Source: an optimization exercise on an open RTL-to-GDS flow (aim: small area, a short achievable clock period and few clock cycles per item). Production flows keep margins and buffers that such runs may drop. Function was not checked in any run shown here: the RTL went through the layout flow alone. Power and IR drop assume default switching activity.

--- flow/config.mk ---
export PLATFORM = sky130hd
export DESIGN_NAME = bm_select
export DESIGN_NICKNAME = bm_select
export VERILOG_FILES = /design/flow/design.v
export SDC_FILE = /design/flow/constraint.sdc
export NUM_CORES = 4
export LEC_CHECK = 0
export CAP_MARGIN = 20
export CORE_MARGIN = 2
export CORE_UTILIZATION = 40
export SETUP_SLACK_MARGIN = 5
export SLEW_MARGIN = 20
--- flow/run.sh ---
#!/bin/bash
# synth_recipe.tcl (not shown) runs the flow's synth.tcl, then flattens the netlist and writes it again
# the make line also repeats each setting of config.mk as NAME=value (left out here)
make -C /OpenROAD-flow-scripts/flow DESIGN_CONFIG=/design/flow/config.mk WORK_HOME=/design/flow/orfs CLKGATE_MAP_FILE= SYNTH_SCRIPT=/design/flow/synth_recipe.tcl finish
--- flow/constraint.sdc ---
create_clock -name core_clock -period 12.0 [get_ports {clk}]
set_input_delay 2.4000 -clock core_clock [delete_from_list [all_inputs] [get_ports {clk}]]
set_output_delay 2.4000 -clock core_clock [all_outputs]
set_load 0.01 [all_outputs]
--- flow/design.v ---
module bm_select (
    input  wire        clk,
    input  wire        rst,
    input  wire [11:0] cfg_dmin,
    input  wire [31:0] cfg_tex,
    input  wire [31:0] cfg_uniq,
    input  wire        cfg_sp,
    input  wire        s_valid,
    output wire        s_ready,
    input  wire [32:0] s_cost,
    input  wire        s_eval,
    input  wire        s_last,
    input  wire [32:0] s_text,
    output wire        m_valid,
    input  wire        m_ready,
    output wire [15:0] m_disp
);
    reg  [5:0]  k;           
    reg         pend;        
    reg         mv;
    reg         srdy;
    reg  [15:0] disp;
    reg         found;
    reg  [32:0] B;
    reg  [5:0]  p;
    reg         d2;          
    reg         hasF;
    reg  [32:0] F;
    reg         aok;
    reg  [33:0] A;           
    reg  [34:0] bS;          
    reg  [32:0] prev;
    reg         pe;
    reg         dvo;         
    reg  [3:0]  dcnt;        
    reg  [4:0]  q;
    reg  [32:0] V;           
    reg         rs;          
    reg  [39:0] acc;
    reg         sat;
    reg         mact;        
    reg  [4:0]  mi;          
    reg  [1:0]  dig;         
    reg  [11:0] dmin_r;
    reg         sp_r;
    reg         t_ok;
    assign s_ready = srdy;
    assign m_valid = mv;
    assign m_disp  = disp;
    function automatic lt33(input [32:0] a, input [32:0] b);
        integer i;
        reg r;
        begin
            r = 1'b0;
            for (i = 0; i < 33; i = i + 1)
                r = (~a[i] & b[i]) | (~a[i] & r) | (b[i] & r);
            lt33 = r;
        end
    endfunction
    wire        fire = s_valid && srdy;
    wire [32:0] c    = s_cost;
    wire        k0   = (k == 6'd0);
    wire        fnd  = found && !k0;
    wire        nb   = s_eval && (!fnd || lt33(c, B));
    wire        isb  = fnd && !nb && !d2;
    wire        fupd = fnd && !nb && d2 && s_eval && (!hasF || lt33(c, F));
    wire        a_lt_f = lt33(A[32:0], F);
    wire        dstart = isb && s_eval && aok && cfg_sp;
    wire mdone   = !rs && !mact;
    wire bg_done = (!found || !hasF || mdone) && (!dvo || dcnt == 4'd0);
    wire fin     = pend && bg_done && !mv;
    reg  [5:0] k_n;
    reg        pend_n, mv_n, found_n, d2_n, hasF_n, aok_n, pe_n, dvo_n, rs_n;
    reg  [3:0] dcnt_n;
    reg        mact_n;
    wire [33:0] Vx    = {1'b0, V};
    wire [4:0] mstart = V[32]           ? 5'd16 :
                        |V[31:24]       ? 5'd15 :
                        |V[23:16]       ? 5'd11 :
                        |V[15:8]        ? 5'd7  : 5'd3;
    always @* begin
        k_n = k; pend_n = pend; found_n = found; d2_n = d2; hasF_n = hasF;
        aok_n = aok; pe_n = pe; dvo_n = dvo; dcnt_n = dcnt; rs_n = 1'b0; mact_n = mact;
        mv_n = fin || (mv && !m_ready);
        if (fire && s_last) pend_n = 1'b1;
        else if (fin)       pend_n = 1'b0;
        if (rs)                 mact_n = 1'b1;
        else if (mi == 5'd0)    mact_n = 1'b0;
        if (dcnt != 4'd0) dcnt_n = dcnt - 4'd1;
        if (fire) begin
            k_n  = s_last ? 6'd0 : k + 6'd1;
            pe_n = s_eval;
            if (nb) begin
                found_n = 1'b1;
                d2_n    = 1'b0;
                hasF_n  = fnd && (d2 || hasF || aok);
                aok_n   = pe && !k0;
                dvo_n   = 1'b0;
                dcnt_n  = 4'd0;
                rs_n    = 1'b1;
            end else begin
                if (k0) begin
                    found_n = 1'b0;
                    hasF_n  = 1'b0;
                    aok_n   = 1'b0;
                    dvo_n   = 1'b0;
                    dcnt_n  = 4'd0;
                end
                if (fnd)  d2_n   = 1'b1;
                if (fupd) hasF_n = 1'b1;
                if (dstart) begin
                    dvo_n  = 1'b1;
                    dcnt_n = 4'd8;
                end
            end
        end
    end
    wire mdone_n   = !rs_n && !mact_n;
    wire bg_done_n = (!found_n || !hasF_n || mdone_n) && (!dvo_n || dcnt_n == 4'd0);
    wire srdy_n    = !pend_n || (bg_done_n && !mv_n);
    wire [4:0]  mi_n = rs ? mstart : mi - 5'd1;
    wire        v_hi = dig[1];
    wire        v_lo = dig[0];
    wire [42:0] madd = {1'b0, acc, 2'b00} + (v_hi ? {9'd0, B, 1'b0} : 43'd0)
                                          + (v_lo ? {10'd0, B} : 43'd0);
    wire        dstep = (dcnt <= 4'd5);
    wire [35:0] dx    = (dcnt == 4'd8) ? {2'b0, A} : {1'b0, bS};
    wire [35:0] dy    = (dcnt == 4'd6) ? {2'b0, A} : dstep ? {1'b0, A, 1'b0} : {3'b0, B};
    wire        dsub  = (dcnt != 4'd6);
    wire        dcin  = (dcnt >= 4'd7);
    wire [35:0] dsum  = dx + (dsub ? ~dy : dy) + {35'd0, dcin};
    wire        qb    = dsum[35];
    wire [40:0] usum   = {2'b0, F, 6'd0} + {3'b0, F, 5'd0} + {6'b0, F, 2'd0} + {1'b0, ~acc};
    wire        uq     = !hasF || (!sat && usum[40]);
    wire        tex_ok = t_ok;
    wire        pre_ok = found && tex_ok;
    wire [5:0]  qm     = {1'b0, q} - 6'd15;
    wire [4:0]  off    = dvo ? qm[5:1] : 5'd0;
    wire [11:0] d_ok   = dmin_r + {6'd0, p} - {11'd0, off[4]};
    wire [11:0] d_bad  = dmin_r - 12'd1;
    wire [15:0] val_ok  = sp_r ? {d_ok, off[3:0]} : {{4{d_ok[11]}}, d_ok};
    wire [15:0] val_bad = sp_r ? {d_bad, 4'd0}    : {{4{d_bad[11]}}, d_bad};
    always @(posedge clk) begin
        if (rst) begin
            k     <= 6'd0;
            pend  <= 1'b0;
            mv    <= 1'b0;
            srdy  <= 1'b1;
            found <= 1'b0;
            d2    <= 1'b0;
            hasF  <= 1'b0;
            aok   <= 1'b0;
            pe    <= 1'b0;
            dvo   <= 1'b0;
            dcnt  <= 4'd0;
            rs    <= 1'b0;
            mact  <= 1'b0;
        end else begin
            k     <= k_n;
            pend  <= pend_n;
            mv    <= mv_n;
            srdy  <= srdy_n;
            found <= found_n;
            d2    <= d2_n;
            hasF  <= hasF_n;
            aok   <= aok_n;
            pe    <= pe_n;
            dvo   <= dvo_n;
            dcnt  <= dcnt_n;
            rs    <= rs_n;
            mact  <= mact_n;
        end
    end
    always @(posedge clk) begin
        if (fin)
            disp <= (pre_ok && uq) ? val_ok : val_bad;
        if (rs || mact) begin
            mi  <= mi_n;
            dig <= {Vx[{mi_n, 1'b1}], Vx[{mi_n, 1'b0}]};
        end
        if (rs) begin
            acc <= 40'd0;
            sat <= 1'b0;
        end else if (mact) begin
            acc <= madd[39:0];
            sat <= sat || (madd[42:40] != 3'd0);
        end
        if (fire && nb)
            A <= {1'b0, prev};
        else if (dcnt == 4'd8)
            A <= dsum[33:0];
        else if (dcnt != 4'd0 && dstep)
            A <= qb ? ~dsum[33:0] : {A[32:0], 1'b0};
        if (dcnt == 4'd7 || dcnt == 4'd6)
            bS <= dsum[34:0];
        else if (fire && fnd && !d2)
            bS <= {2'b0, c};
        if (dcnt != 4'd0 && dstep)
            q <= {q[3:0], qb};
        if (fire) begin
            prev   <= c;
            V      <= {1'b0, cfg_uniq} + 33'd100;
            dmin_r <= cfg_dmin;
            sp_r   <= cfg_sp;
            t_ok   <= !lt33(s_text, {1'b0, cfg_tex});
            if (nb) begin
                B <= c;
                p <= k;
                if (fnd && (d2 || (aok && (!hasF || a_lt_f))))
                    F <= d2 ? B : A[32:0];
            end else if (fupd)
                F <= c;
        end
    end
endmodule
==> results.sh, run 1 <==
export IMPL_status="timing/DRC/antenna clean"
export IMPL_worst_slew_pin_slew_ps=1060
export IMPL_core_um2=60200
export IMPL_post_drt_via_cell_ratio=5.59
export IMPL_hpwl_mm=52.8
export IMPL_finalSetupTns_ps=0
export IMPL_antenna_found_initial=3
export IMPL_rsz0062_at_grt="no"
export IMPL_synth_top_area_share_pct=30.6
export IMPL_path_cells="inv_1 > ha_1 > nand2b_1 > nor2_1 > nor2_4 > buf_4 > mux2i_1 > mux2_2 > ha_1 > a21o_1 > a211oi_1 > o21ai_0 > o311ai_1 > a21oi_1 > or3b_1 > a21oi_2 > xnor2_2 > buf_4 > and2_4 > a2111oi_0 > a21o_1"
export IMPL_grt_max_degree=81
export IMPL_drv_cap=0
export IMPL_die_w_um=251
export IMPL_ys_warn_count=1
export IMPL_cpLargestDelayFamily="compound AO/OA/AOI/OAI gates"
export IMPL_drc=0
export IMPL_drive_gt1_share_pct=5.30
export IMPL_timing_final_crit_period_ps=6570
export IMPL_synthFlopType="edfxtp_1"
export IMPL_netlist_top_cells_area="edfxtp_1 (31%), fa_1 (8.0%), ha_1 (7.4%), nand2_1 (5.7%), dfxtp_1 (5.2%)"
export IMPL_cts_sinks=311
export IMPL_vias=20100
export IMPL_async_reset_ff_share_pct=0
export IMPL_synth_edf_count=248
export IMPL_grt_pass1_vias=20100
export IMPL_final_cell_mix="nand2_1 (369), inv_1 (255), edfxtp_1 (248)"
export IMPL_total_power_uw=4550
export IMPL_synth_largest_area_cell="edfxtp_1"
export IMPL_n_fill_cell=5731
export IMPL_cp_end_kind="register"
export IMPL_clock_skew_ps=29.1
export IMPL_critPathMaxFanout=55
export IMPL_muxShareOfSynthArea_pct=5.06
export IMPL_worstSkewPairLatency_ps=570
export IMPL_timing_fmax_ghz=0.152
export IMPL_ant_nets=0
export IMPL_ctsHoldBuffers=0
export IMPL_synthesis_area_um2=24400
export IMPL_wirelength_mm=69.7
export IMPL_wire_per_inst_um=19.4
export IMPL_powerDensity_nw_per_um2=161
export IMPL_synth_adder_area_share_pct=17.7
export IMPL_syn_nets=3036
export IMPL_drt_iter0_drc=1313
export IMPL_grt_first_pass_wirelength_mm=111
export IMPL_worstHoldPathType="register to register"
export IMPL_grt_overflow=0
export IMPL_hold_ws_ps=470
export IMPL_dpl_worst_slack_ps=5000
export IMPL_setup_viol=0
export IMPL_dr_pass1_iters=5
export IMPL_cts_buffers=39
export IMPL_htree_levels=2
export IMPL_syn_inst=2645
export IMPL_irDropWorstVdd_v=0.000118
export IMPL_clkTransAtPathRegs_ps=60
export IMPL_cp_arrival_ps=6890
export IMPL_clockBufferDepth=3
export IMPL_cts_setup_buffers=0
export IMPL_yosys_area_share_xor_xnor_pct=4.28
export IMPL_synth_simple_gate_area_share_pct=15.6
export IMPL_synth_seq_cells=311
export IMPL_nNetsFinal=3173
export IMPL_worstPathRequired_ps=12320
export IMPL_cts_resized=0
export IMPL_grt_usage_pct=22.0
export IMPL_cp_slowest_cell="o311ai_1"
export IMPL_cts_root_buffer="clkbuf_16"
export IMPL_mostFrequentLayoutCell="nand2_1"
export IMPL_leakagePower_uw=0.0115
export IMPL_crit_type="register to register"
export IMPL_fin_crit_sh_pct=54.7
export IMPL_gp_congestion=0.880
export IMPL_avgSynthCellArea_um2=9.21
export IMPL_crit_path_start_kind="register"
export IMPL_path_buf_inv=3
export IMPL_area_growth_pct=15.8
export IMPL_yosysUniqueCellTypes=81
export IMPL_synth_compound_area_share_pct=16.2
export IMPL_start_util_pct=40.5
export IMPL_die_area_um2=62900
export IMPL_critPathMaxStageDelay_ps=840
export IMPL_cts_tree="done"
export IMPL_drv_slew=0
export IMPL_portBuffers=166
export IMPL_die_h_um=251
export IMPL_setup_slack_ps=5430
export IMPL_rows=90
export IMPL_slew_headroom_pct=29.3
export IMPL_pin_count=167
export IMPL_synth_top_family_by_area="adder cells"
export IMPL_seq_area_frac_synth_pct=35.7
export IMPL_utilization_pct=46.9
export IMPL_hold_viol=0
[routing by layer]
| layer | vias to the layer above | global-route usage [%] | wire [um] | share of wire, % |
|---|---|---|---|---|
| li1 | 9661 | - | - | - |
| met1 | 9758 | 28.5 | 29900 | 43 |
| met2 | 568 | 38.2 | 34300 | 49 |
| met3 | 115 | 3.15 | 3880 | 5.6 |
| met4 | 4 | 6.30 | 1570 | 2.2 |
| met5 | - | 0 | 26 | 0.037 |
[Yosys cell counts (all sizes together), types with 16 or more instances]
cell type,n
clkbuf,81
fa,97
dfxtp,63
nor3,43
nand2,371
o22ai,17
xor2,46
o21ai,150
o211ai,17
a21o,60
a21oi,163
nor2b,34
and3,17
a31oi,19
nand4,21
a211oi,19
inv,258
ha,145
maj3,56
nand2b,54
nor2,192
xnor2,73
o311ai,16
nand3,47
mux2,41
edfxtp,248
mux2i,77
[layout make-up]
class	count	area (um^2)	area share (%)
multi-input cells	1985	14400	51.0
flip-flops and latches	311	8710	30.9
repair buffers	187	1830	6.47
clock buffers	52	1100	3.89
well taps	782	978	3.47
inverters	258	971	3.44
clock inverters	19	236	0.838
diodes	1	2.50	0.00886
[path summary, 6_finish.rpt]
check	endpoint	cells after the start	slack, ps	startpoint
max reg2reg	A[20]	21	5430	dcnt[0]
max	A[20]	21	5430	dcnt[0]
min reg2reg	pe	2	470	pe
min	pe	2	470	pe
[registers in the layout (all words and copies together), names as in the netlist, 2 cells and up]
| name | count |
|---|---|
| A | 34 |
| B | 33 |
| F | 33 |
| V | 33 |
| acc | 40 |
| bS | 35 |
| dcnt | 4 |
| dig | 2 |
| disp | 16 |
| dmin_r | 12 |
| k | 6 |
| mi | 5 |
| p | 6 |
| prev | 33 |
| q | 5 |
[worst min-delay path, stage by stage (launching register included)]
cell and delay [ps]:
dfxtp_1 320, nand2_1 50, a21oi_1 50
[power breakdown]
group          total, uW  switching, uW  internal, uW
registers           1450            128          1320
clock network       1240            491           752
logic               1860           1060           800
total               4550           1670          2880
[cells by family (layout without fill, tap and decap cells)]
kind of cell | after synthesis | after routing
buffers and inverters | 349 | 516
AND/OR/NAND/NOR | 845 | 845
adder cells (fa/ha/maj) | 298 | 298
XOR/XNOR | 119 | 119
AO/OA/AOI/OAI | 605 | 605
flip-flops | 311 | 311
other | 0 | 1
multiplexers | 118 | 118
[per-stage QoR]
stage | area (um^2) | instances
final | 28200 | 3595
after global placement | 26900 | 3522
after CTS | 28200 | 3593
after global routing | 28200 | 3595
after floorplan | 24400 | 2645
after detailed placement | 26900 | 3522
==> run 2, diff against run 1 <==
--- a/flow/config.mk
+++ b/flow/config.mk
@@ -9,4 +9,3 @@
 export CORE_MARGIN = 2
 export CORE_UTILIZATION = 40
-export SETUP_SLACK_MARGIN = 5
 export SLEW_MARGIN = 20
==> results.sh, run 2 <==
export IMPL_synth_top_area_share_pct=30.6
export IMPL_top_regs="acc: 40 flops, bS: 35 flops, A: 34 flops"
export IMPL_regMostFlops="acc"
export IMPL_hpwl_mm=52.8
export IMPL_final_cell_mix="nand2_1 (369), inv_1 (255), edfxtp_1 (248)"
export IMPL_cp_arrival_ps=6890
export IMPL_powerDensity_nw_per_um2=161
export IMPL_slew_headroom_pct=29.3
export IMPL_nNetsFinal=3173
export IMPL_die_w_um=251
export IMPL_dr_pass1_iters=5
export IMPL_wire_per_inst_um=19.4
export IMPL_status="timing/DRC/antenna clean"
export IMPL_crit_type="register to register"
export IMPL_vias=20100
export IMPL_netlist_top_cells_area="edfxtp_1 (31%), fa_1 (8.0%), ha_1 (7.4%), nand2_1 (5.7%), dfxtp_1 (5.2%)"
export IMPL_finalSetupTns_ps=0
export IMPL_worstHoldPathType="register to register"
export IMPL_timing_fmax_ghz=0.152
export IMPL_start_util_pct=40.5
export IMPL_yosysUniqueCellTypes=81
export IMPL_syn_nets=3036
export IMPL_ant_nets=0
export IMPL_syn_inst=2645
export IMPL_clock_skew_ps=29.1
export IMPL_gp_congestion=0.880
export IMPL_grt_usage_pct=22.0
export IMPL_pin_count=167
export IMPL_synth_seq_cells=311
export IMPL_utilization_pct=46.9
export IMPL_hold_ws_ps=470
export IMPL_grt_overflow=0
export IMPL_clockBufferDepth=3
export IMPL_hold_viol=0
export IMPL_portBuffers=166
export IMPL_die_h_um=251
export IMPL_async_reset_ff_share_pct=0
export IMPL_critPathMaxFanout=55
export IMPL_grt_max_degree=81
export IMPL_cts_buffers=39
export IMPL_n_fill_cell=5731
export IMPL_htree_levels=2
export IMPL_worstPathRequired_ps=12320
export IMPL_grt_first_pass_wirelength_mm=111
export IMPL_worst_slew_pin_slew_ps=1060
export IMPL_worstSkewPairLatency_ps=570
export IMPL_largest_reg_flops=40
export IMPL_synth_most_common_cell="nand2_1"
export IMPL_die_area_um2=62900
export IMPL_setup_viol=0
export IMPL_cts_setup_buffers=0
export IMPL_crit_path_start_kind="register"
export IMPL_synth_commonest_cells="nand2_1 (371), inv_1 (256), edfxtp_1 (248)"
export IMPL_drv_cap=0
export IMPL_dpl_worst_slack_ps=5000
export IMPL_cts_sinks=311
export IMPL_seq_area_frac_synth_pct=35.7
export IMPL_drv_slew=0
export IMPL_rsz0062_at_grt="no"
export IMPL_ctsHoldBuffers=0
export IMPL_synthFlopType="edfxtp_1"
export IMPL_setup_slack_ps=5430
export IMPL_drc=0
export IMPL_postLayoutCellArea_um2=28200
export IMPL_area_growth_pct=15.8
export IMPL_mostFrequentLayoutCell="nand2_1"
export IMPL_drt_iter0_drc=1313
export IMPL_cts_tree="done"
export IMPL_synth_largest_area_cell="edfxtp_1"
export IMPL_timing_final_crit_period_ps=6570
export IMPL_core_um2=60200
export IMPL_wirelength_mm=69.7
export IMPL_avgSynthCellArea_um2=9.21
export IMPL_irDropWorstVdd_v=0.000118
export IMPL_cts_root_buffer="clkbuf_16"
export IMPL_cp_end_kind="register"
export IMPL_antenna_found_initial=3
export IMPL_ys_warn_count=1
export IMPL_grt_pass1_vias=20100
export IMPL_fin_crit_sh_pct=54.7
export IMPL_cts_resized=0
export IMPL_post_drt_via_cell_ratio=5.59
export IMPL_synth_edf_count=248
export IMPL_rows=90
export IMPL_place_area_um2=26900
export IMPL_synthesis_area_um2=24400
export IMPL_drive_gt1_share_pct=5.30
export IMPL_leakagePower_uw=0.0115
export IMPL_clkTransAtPathRegs_ps=60
run 2: critical path, stage by stage (launching register included):
cell and delay (ps):
dfxtp_1 450, inv_1 130, ha_1 300, nand2b_1 180, nor2_1 250, nor2_4 40
buf_4 320, mux2i_1 190, mux2_2 290, ha_1 330, a21o_1 220, a211oi_1 320
o21ai_0 270, o311ai_1 840, a21oi_1 120, or3b_1 400, a21oi_2 200, xnor2_2 120
buf_4 510, and2_4 410, a2111oi_0 160, a21o_1 180
run 2: cell families after synthesis:
| kind of cell | count (synthesis) | share of synthesized area, % |
|---|---|---|
| and+or+nand+nor | 845 | 15.6 |
| AOI/OAI and AO/OA | 605 | 16.2 |
| buffers and inverters | 349 | 5.41 |
| DFF | 311 | 35.7 |
| adders and majority gates | 298 | 17.7 |
| xor gates and xnor gates | 119 | 4.28 |
| muxes | 118 | 5.06 |
run 2: cell type report:
cell class,count,area [um^2],area share (%)
inverter,258,971,3.44
clock buffer,52,1100,3.89
sequential,311,8710,30.9
antenna,1,2.50,0.00886
timing repair buffer,187,1830,6.47
tap,782,978,3.47
multi-input combinational,1985,14400,51.0
clock inverter,19,236,0.838
run 2: final timing paths:
check | to | startpoint | slack (ps) | depth (start not counted)
max | A[20] | dcnt[0] | 5430 | 21
min | pe | pe | 470 | 2
max reg2reg | A[20] | dcnt[0] | 5430 | 21
min reg2reg | pe | pe | 470 | 2
run 2: where the power goes:
part	internal, uW	switching, uW	leakage (uW)
Clock	752	491	0.000642
Sequential	1320	128	0.00285
Combinational	800	1060	0.00802
Total	2880	1670	0.0115
run 2: per-layer routing:
layer	GRT usage, %	vias to the layer above	part of all wire [%]
li1	-	9661	-
met1	28.5	9758	43
met4	6.30	4	2.2
met5	0	-	0.037
met3	3.15	115	5.6
met2	38.2	568	49
run 2: stage by stage:
stage                     instances  power [uW]
after floorplan                2645        2820
after global placement         3522        3270
after detailed placement       3522        3320
after CTS                      3593        4570
after global routing           3595        4870
final                          3595        4550

[separate check: timing with driven ports]
Ports are ideal in the flow. The routed layouts listed here were re-timed in OpenROAD.
Step 1 (the two cells are an assumption about what drives the block):
set clk [get_ports {clk}]
set_driving_cell -lib_cell sky130_fd_sc_hd__clkbuf_16 $clk
set_driving_cell -lib_cell sky130_fd_sc_hd__buf_2 [delete_from_list [all_inputs] $clk]
Step 2 moves the port delays by t, midway between the first and last clock arrival at a register: inputs arrive t later, outputs are due t later. That takes back most of the time a late clock gives input paths.
Three values: ideal, step 1, step 2; two values: the first two.
run | shift t [ns] | setup WS [ns] | worst slew at a driven data input, ns | cell pins on the clock port's net
run 1 | 0.615 | 5.430 / 5.430 / 4.943 | 0.13 | 1
run 2 | 0.615 | 5.430 / 5.430 / 4.943 | 0.13 | 1
After both steps setup and hold are still met in every run listed.
